What follows belongs to an exercise in optimizing a design on an open flow for small area and a short achievable clock period; a production flow would make more cautious choices.
Only simulation tests tie the RTL to the original design; equivalence was not proved.
Power is estimated from default activity; no workload was simulated.

[design.v]
module xbee_rx (
    input  wire       clk,
    input  wire       rst,         
    input  wire       wr_valid,
    input  wire [7:0] wr_data,
    input  wire       run,
    input  wire [1:0] mode,        
    input  wire       flush,
    output reg  [5:0] avail,
    output reg        out_valid,
    output reg  [1:0] out_kind,
    output reg  [7:0] out_data
);
    localparam CAP = 32;
    localparam ST_HUNT   = 3'd0;
    localparam ST_LEN_HI = 3'd1;
    localparam ST_LEN_LO = 3'd2;
    localparam ST_PAY    = 3'd3;
    localparam ST_CKS    = 3'd4;
    localparam K_PAYLOAD = 2'd0;
    localparam K_FRAME   = 2'd1;
    localparam K_BADCKS  = 2'd2;
    localparam K_SPECIAL = 2'd3;
    localparam [7:0] DELIM = 8'h7E;
    localparam [7:0] ESC   = 8'h7D;
    localparam [7:0] XON   = 8'h11;
    localparam [7:0] XOFF  = 8'h13;
    reg [7:0] sr [0:CAP-1];    
    reg [5:0] nav;          
    reg       nz;           
    reg       m_api;        
    reg       m_esc;        
    wire [5:0] cnt = ~nav;
    wire mode_ok     = (m_api && !mode[1] && mode[0]) || (m_esc && mode[1] && !mode[0]);
    wire go          = run && !flush && nz;    
    wire step        = go && mode_ok;
    wire mode_change = (m_api || m_esc) && !mode_ok;   
    wire full        = cnt[5];
    integer i;
    always @(posedge clk) begin
        if (wr_valid) begin
            sr[0] <= wr_data;
            for (i = 1; i < CAP; i = i + 1)
                sr[i] <= sr[i-1];
        end
    end
    wire [7:0] t0 [0:31];
    wire [7:0] t1 [0:15];
    wire [7:0] t2 [0:7];
    wire [7:0] t3 [0:3];
    wire [7:0] t4 [0:1];
    genvar g;
    generate
        for (g = 0; g < 32; g = g + 1) begin : g_t0
            assign t0[g] = sr[(62 - g) % 32];
        end
        for (g = 0; g < 16; g = g + 1) begin : g_t1
            assign t1[g] = nav[0] ? t0[2*g+1] : t0[2*g];
        end
        for (g = 0; g < 8; g = g + 1) begin : g_t2
            assign t2[g] = nav[1] ? t1[2*g+1] : t1[2*g];
        end
        for (g = 0; g < 4; g = g + 1) begin : g_t3
            assign t3[g] = nav[2] ? t2[2*g+1] : t2[2*g];
        end
        for (g = 0; g < 2; g = g + 1) begin : g_t4
            assign t4[g] = nav[3] ? t3[2*g+1] : t3[2*g];
        end
    endgenerate
    wire [7:0] b_rd = nav[4] ? t4[1] : t4[0];
    reg       ev_step;      
    reg [7:0] ev_b;
    wire [5:0] c_m1 = cnt - 6'd1;
    wire [5:0] c_p1 = cnt + 6'd1;
    wire [5:0] c_fl = {5'd0, wr_valid};
    wire [5:0] c_ns = flush ? c_fl : (wr_valid && !full) ? c_p1 : cnt;
    wire [5:0] c_st = wr_valid ? cnt : c_m1;
    wire       z_ns = flush ? wr_valid : (wr_valid || nz);
    wire       z_st = wr_valid || (cnt != 6'd1);
    wire [5:0] c_nx = step ? c_st : c_ns;
    wire       z_nx = step ? z_st : z_ns;
    always @(posedge clk) begin
        ev_b <= b_rd;
        if (rst) begin
            avail    <= 6'd0;
            nav      <= 6'h3F;
            nz       <= 1'b0;
            m_api    <= 1'b0;
            m_esc    <= 1'b0;
            ev_step  <= 1'b0;
        end else begin
            m_api    <= (mode == 2'd1);
            m_esc    <= (mode == 2'd2);
            ev_step  <= step;
            avail    <= c_nx;
            nav      <= ~c_nx;
            nz       <= z_nx;
        end
    end
    reg  [2:0]  state;
    reg         esc;
    reg  [15:0] rem;      
    reg  [7:0]  sum;
    wire [7:0] b = ev_b;
    wire [7:0] v = {b[7:6], b[5] ^ esc, b[4:0]};
    reg  [2:0]  n_state;
    reg         n_esc;
    reg         n_item;
    reg  [1:0]  n_kind;
    reg  [7:0]  n_data;
    reg         deliver;
    always @(*) begin
        n_state = state;
        n_esc   = esc;
        n_item  = 1'b0;
        n_kind  = K_PAYLOAD;
        n_data  = v;
        deliver = 1'b0;
        if (state == ST_HUNT) begin
            if (b == DELIM) begin
                n_state = ST_LEN_HI;
                n_esc   = 1'b0;
            end
        end else if (!m_esc) begin
            deliver = 1'b1;
        end else if (esc) begin
            n_esc   = 1'b0;
            deliver = 1'b1;
        end else if (b == ESC) begin
            n_esc = 1'b1;
        end else if (b == DELIM) begin
            n_item  = 1'b1;
            n_kind  = K_SPECIAL;
            n_state = ST_LEN_HI;
        end else if (b == XON || b == XOFF) begin
            n_item  = 1'b1;
            n_kind  = K_SPECIAL;
            n_state = ST_HUNT;
        end else begin
            deliver = 1'b1;
        end
        if (deliver) begin
            case (state)
                ST_LEN_HI: begin
                    n_state     = ST_LEN_LO;
                end
                ST_LEN_LO: begin
                    n_state    = ({rem[15:8], v} != 16'h0000) ? ST_PAY : ST_CKS;
                end
                ST_PAY: begin
                    n_item = 1'b1;
                    n_kind = K_PAYLOAD;
                    if (rem == 16'd1)
                        n_state = ST_CKS;
                end
                default: begin  
                    n_item  = 1'b1;
                    n_kind  = (v == ~sum) ? K_FRAME : K_BADCKS;
                    n_data  = ~sum;
                    n_state = ST_HUNT;
                end
            endcase
        end
    end
    always @(posedge clk) begin
        if (rst) begin
            state     <= ST_HUNT;
            esc       <= 1'b0;
            out_valid <= 1'b0;
        end else begin
            if (mode_change) begin
                state <= ST_HUNT;
                esc   <= 1'b0;
            end else if (ev_step) begin
                state <= n_state;
                esc   <= n_esc;
            end
            out_valid <= ev_step && n_item;
        end
        if (ev_step && deliver) begin
            case (state)
                ST_LEN_HI: rem[15:8] <= v;
                ST_LEN_LO: begin
                    rem[7:0] <= v;
                    sum      <= 8'h00;
                end
                ST_PAY: begin
                    rem <= rem - 16'd1;
                    sum <= sum + v;
                end
                default: ;
            endcase
        end
        out_kind <= n_kind;
        out_data <= n_data;
    end
endmodule
[run.sh]
#!/bin/bash
# synth_recipe.tcl (not shown) runs the flow's synth.tcl, then flattens the netlist and writes it again
# the make line also repeats each setting of config.mk as NAME=value (left out here)
make -C /OpenROAD-flow-scripts/flow DESIGN_CONFIG=/design/flow/config.mk WORK_HOME=/design/flow/orfs CLKGATE_MAP_FILE= SYNTH_SCRIPT=/design/flow/synth_recipe.tcl finish
[config.mk]
export PLATFORM = sky130hd
export DESIGN_NAME = xbee_rx
export DESIGN_NICKNAME = xbee_rx
export VERILOG_FILES = /design/flow/design.v
export SDC_FILE = /design/flow/constraint.sdc
export NUM_CORES = 4
export LEC_CHECK = 0
export CAP_MARGIN = 20
export CORE_MARGIN = 2
export CORE_UTILIZATION = 55
export CTS_BUF_LIST = sky130_fd_sc_hd__clkbuf_16
export CTS_CLUSTER_DIAMETER = 90
export CTS_CLUSTER_SIZE = 30
export SETUP_SLACK_MARGIN = 3.8
export SLEW_MARGIN = 20
[constraint.sdc]
create_clock -name core_clock -period 6.0 [get_ports {clk}]
set_input_delay 1.2000 -clock core_clock [delete_from_list [all_inputs] [get_ports {clk}]]
set_output_delay 1.2000 -clock core_clock [all_outputs]
set_load 0.01 [all_outputs]
==> results.cfg <==
[synth]
netlist_instances = 683
ys_warn_count = 2
synthesis.nets = 711
syn_avg_cell_area_sq_um = 18.6
synthesis.area_sq_um = 12700
synth_edf_count = 280
ys_seq_area_frac = 0.722
synth_ff_type = edfxtp_1
async_flop_share = 0
ys_ff_latch = 319
synth_cell_types = 55

[setup_path]
startpoint_type = primary input
reg2reg_from = rem[3]
end_kind = register
crit_arrival_ns = 2.57
required_ns = 6.40
critical_path_class = in2reg
cp_max_fo = 6
crit_start = mode[1]

[drt]
wl_per_cell_microns = 22.5
drc = 0
drt_iter0_drc = 480
totalWireLength_mm = 23.1
antenna_left = 0
vias_per_cell = 6.23
num_vias = 6373
drtPass1Iterations = 4

[die]
fp.coreArea_sq_um = 22600
die_area_sq_um = 24400
row_count = 55
initial_core_util = 0.562
die_width_microns = 156
ioPinCount = 32
die_h_microns = 156

[clocking]
holdBufCountCts = 0
cts.sinks = 319
clk_latency_ns = 0.50
clk_pin_slew_ns = 0.11
cts-htree-levels = 1
clock_path_buffers = 3
cts_buffers = 14
cts_tree = built
cts-root-buf = clkbuf_16

[power_and_ir_drop]
peakVddDrop_uv = 229
power_density_nw_per_um2 = 289
p_leak_nw = 4.89

[grt]
grt_pass1_vias = 6397
grt_antenna_before_repair = 0
grt_max_degree = 106
grt_pass1_wl_mm = 35.8
grt_overflow = 0
gr-usage-all-layers = 0.188

[sta]
period_needed_ns = 2.17
hold_viol_final = 0
setup_violations = 0
setup-tns-final_ns = 0
clock_skew_ns = 0.0186
final_max_slew_viol_count = 0
worst_pin_slew_ns = 0.821
slew_headroom = 0.452
rsz0062_at_grt = yes
fmax_ghz = 0.460
post-route-period-util = 0.362

[cells_and_area]
drive_gt1_frac = 0.266
finalNetCount = 758
area_delta_synth_final_pct = 11.4
antenna_cells = 0
final_core_util = 0.626

[placement]
gp_congestion = 0.768
dp_hpwl_mm = 13.1
port_buffers = 31

[min_path]
hp-class = reg2reg
hp-start = sr[25][5]

[outcome]
outcome = finished clean

[run]
drv_cap = 0
-- worst max-delay path, cell delays in order --
cell and delay [ns]:
buf_2 0.12, nand3b_1 0.18, a21o_4 0.26, or4_4 0.43, nand3_2 0.09, o21ai_2 0.06
or2_4 0.22
-- per-layer routing --
metal | global-route usage | vias up | routed length (microns)
met5 | 0 | - | 0
met4 | 0.0415 | 0 | 367
met3 | 0.0217 | 28 | 934
met2 | 0.300 | 145 | 10900
met1 | 0.287 | 3373 | 10900
li1 | - | 2827 | -
-- cell usage in the layout (no fill, tap or decap), drive strengths merged, types with 3 or more instances in the layout --
master and count:
o22ai 3, o21ai 13, mux2 9, clkbuf 18, or2 3, a31oi 6, a21o 3, nor4 7
nand4 4, a21oi 19, nand2b 5, nand3 9, mux4 80, dfxtp 39, ha 12, nand3b 3
clkdlybuf4s50 10, inv 22, nor3 11, nor3b 5, and2 3, or3 4, edfxtp 280, nor2b 5
nand2 30, nor2 36, buf 46, xnor2 12, xor2 8
-- layout make-up --
type / instances / area, sq um
Clock buffer: 17 / 425
Clock inverter: 7 / 27.5
Multi-Input combinational cell: 320 / 3500
Sequential cell: 319 / 9210
Tap cell: 285 / 357
Fill cell: 1604 / 8470
Timing Repair Buffer: 59 / 589
Inverter: 16 / 60.1
-- power breakdown --
part / leakage [nW] / internal, W / total, W / switching, W
registers: 3.05 / 0.00255 / 0.00262 / 0.0000744
clock network: 0.245 / 0.000514 / 0.00115 / 0.000636
logic: 1.59 / 0.000175 / 0.000322 / 0.000148
-- Yosys cell counts (all sizes together), types with 2 or more instances --
library cell | number | share of area
edfxtp | 280 | 0.66
mux4 | 80 | 0.14
dfxtp | 39 | 0.061
nor2 | 36 | 0.011
nand2 | 30 | 0.0089
a21oi | 19 | 0.0075
clkbuf | 19 | 0.0056
inv | 16 | 0.0047
o21ai | 13 | 0.0051
ha | 12 | 0.012
xnor2 | 12 | 0.0083
nor3 | 11 | 0.0047
buf | 9 | 0.0044
mux2 | 9 | 0.0080
nand3 | 9 | 0.0035
xor2 | 8 | 0.0055
nor4 | 7 | 0.0034
a31oi | 6 | 0.0030
nand2b | 5 | 0.0025
nor2b | 5 | 0.0025
nor3b | 5 | 0.0030
nand4 | 4 | 0.0020
or3 | 4 | 0.0020
a21o | 3 | 0.0018
and2 | 3 | 0.0015
nand3b | 3 | 0.0018
o22ai | 3 | 0.0015
or2 | 3 | 0.0015
a21boi | 2 | 0.0012
nor4b | 2 | 0.0014
o211ai | 2 | 0.0012
o21a | 2 | 0.0012
o221a | 2 | 0.0018
or4 | 2 | 0.0012
-- kinds of logic after synthesis --
family | Yosys count | synth area share
compound gates | 63 | 0.0316
xor+xnor | 20 | 0.0138
fa+ha+maj | 14 | 0.0142
buf+inv | 44 | 0.0148
flops | 319 | 0.722
mux | 90 | 0.150
simple gates | 133 | 0.0529
-- worst paths after layout --
check	to	slack, ns	depth (start not counted)
min reg2reg	sr[26][5]	0.45	0
max	nav[5]	3.83	7
min	sr[26][5]	0.45	0
max reg2reg	rem[12]	3.86	6
-- through the flow --
step,setup WS [ns],std cells,cell area [sq um],total power (W),hold WS (ns)
after global routing,3.77,1023,14200,0.00425,0.461
after floorplan,3.44,683,12800,0.00284,0.421
final,3.83,1023,14200,0.00409,0.445
after detailed placement,2.69,977,13400,0.00297,0.431
after global placement,2.73,977,13400,0.00296,0.425
after CTS,3.80,1014,14000,0.00413,0.446
-- flip-flops by register name (all words and copies together) (netlist names) --
name / cells
sum: 8
ev_step: 1
avail: 6
nz: 1
esc: 1
out_kind: 2
m_esc: 1
nav: 6
m_api: 1
out_data: 8
ev_b: 8
state: 3
out_valid: 1
sr: 256
rem: 16
-- timing repair --
action | CTS | global route
setup endpoints to repair | 230 | 45
pin swaps | 3 | 7
cloned | 1 | 1
setup buffers | 12 | 8
resized for setup | 104 | 23

separate check: timing with driven ports:
How much do the figures lean on ideal ports? The routed layout below was timed once more, with nothing changed but the port constraints. Step 1 sets driving cells, clkbuf_16 on the clock port and buf_2 on the other inputs (assumed; they add their load-dependent delay and slew). Step 2, shift: input delay + t, output delay - t, t = (earliest + latest rising clock arrival at the registers) / 2. This alone moves slack from input paths to output paths. Slacks: no drivers / after step 1 / after step 2; pairs: no drivers / after step 1.
t, ns: 0.532
slack for setup (ns): 3.827 / 3.801 / 3.311
hold slack, ns: 0.445 / 0.445 / 0.445
slew at the worst register clock pin (ns): 0.11 / 0.11
After both steps setup and hold are still met in this run. For this run, drivers alone change the setup slack by -0.026 ns; drivers and shift together by -0.516 ns.
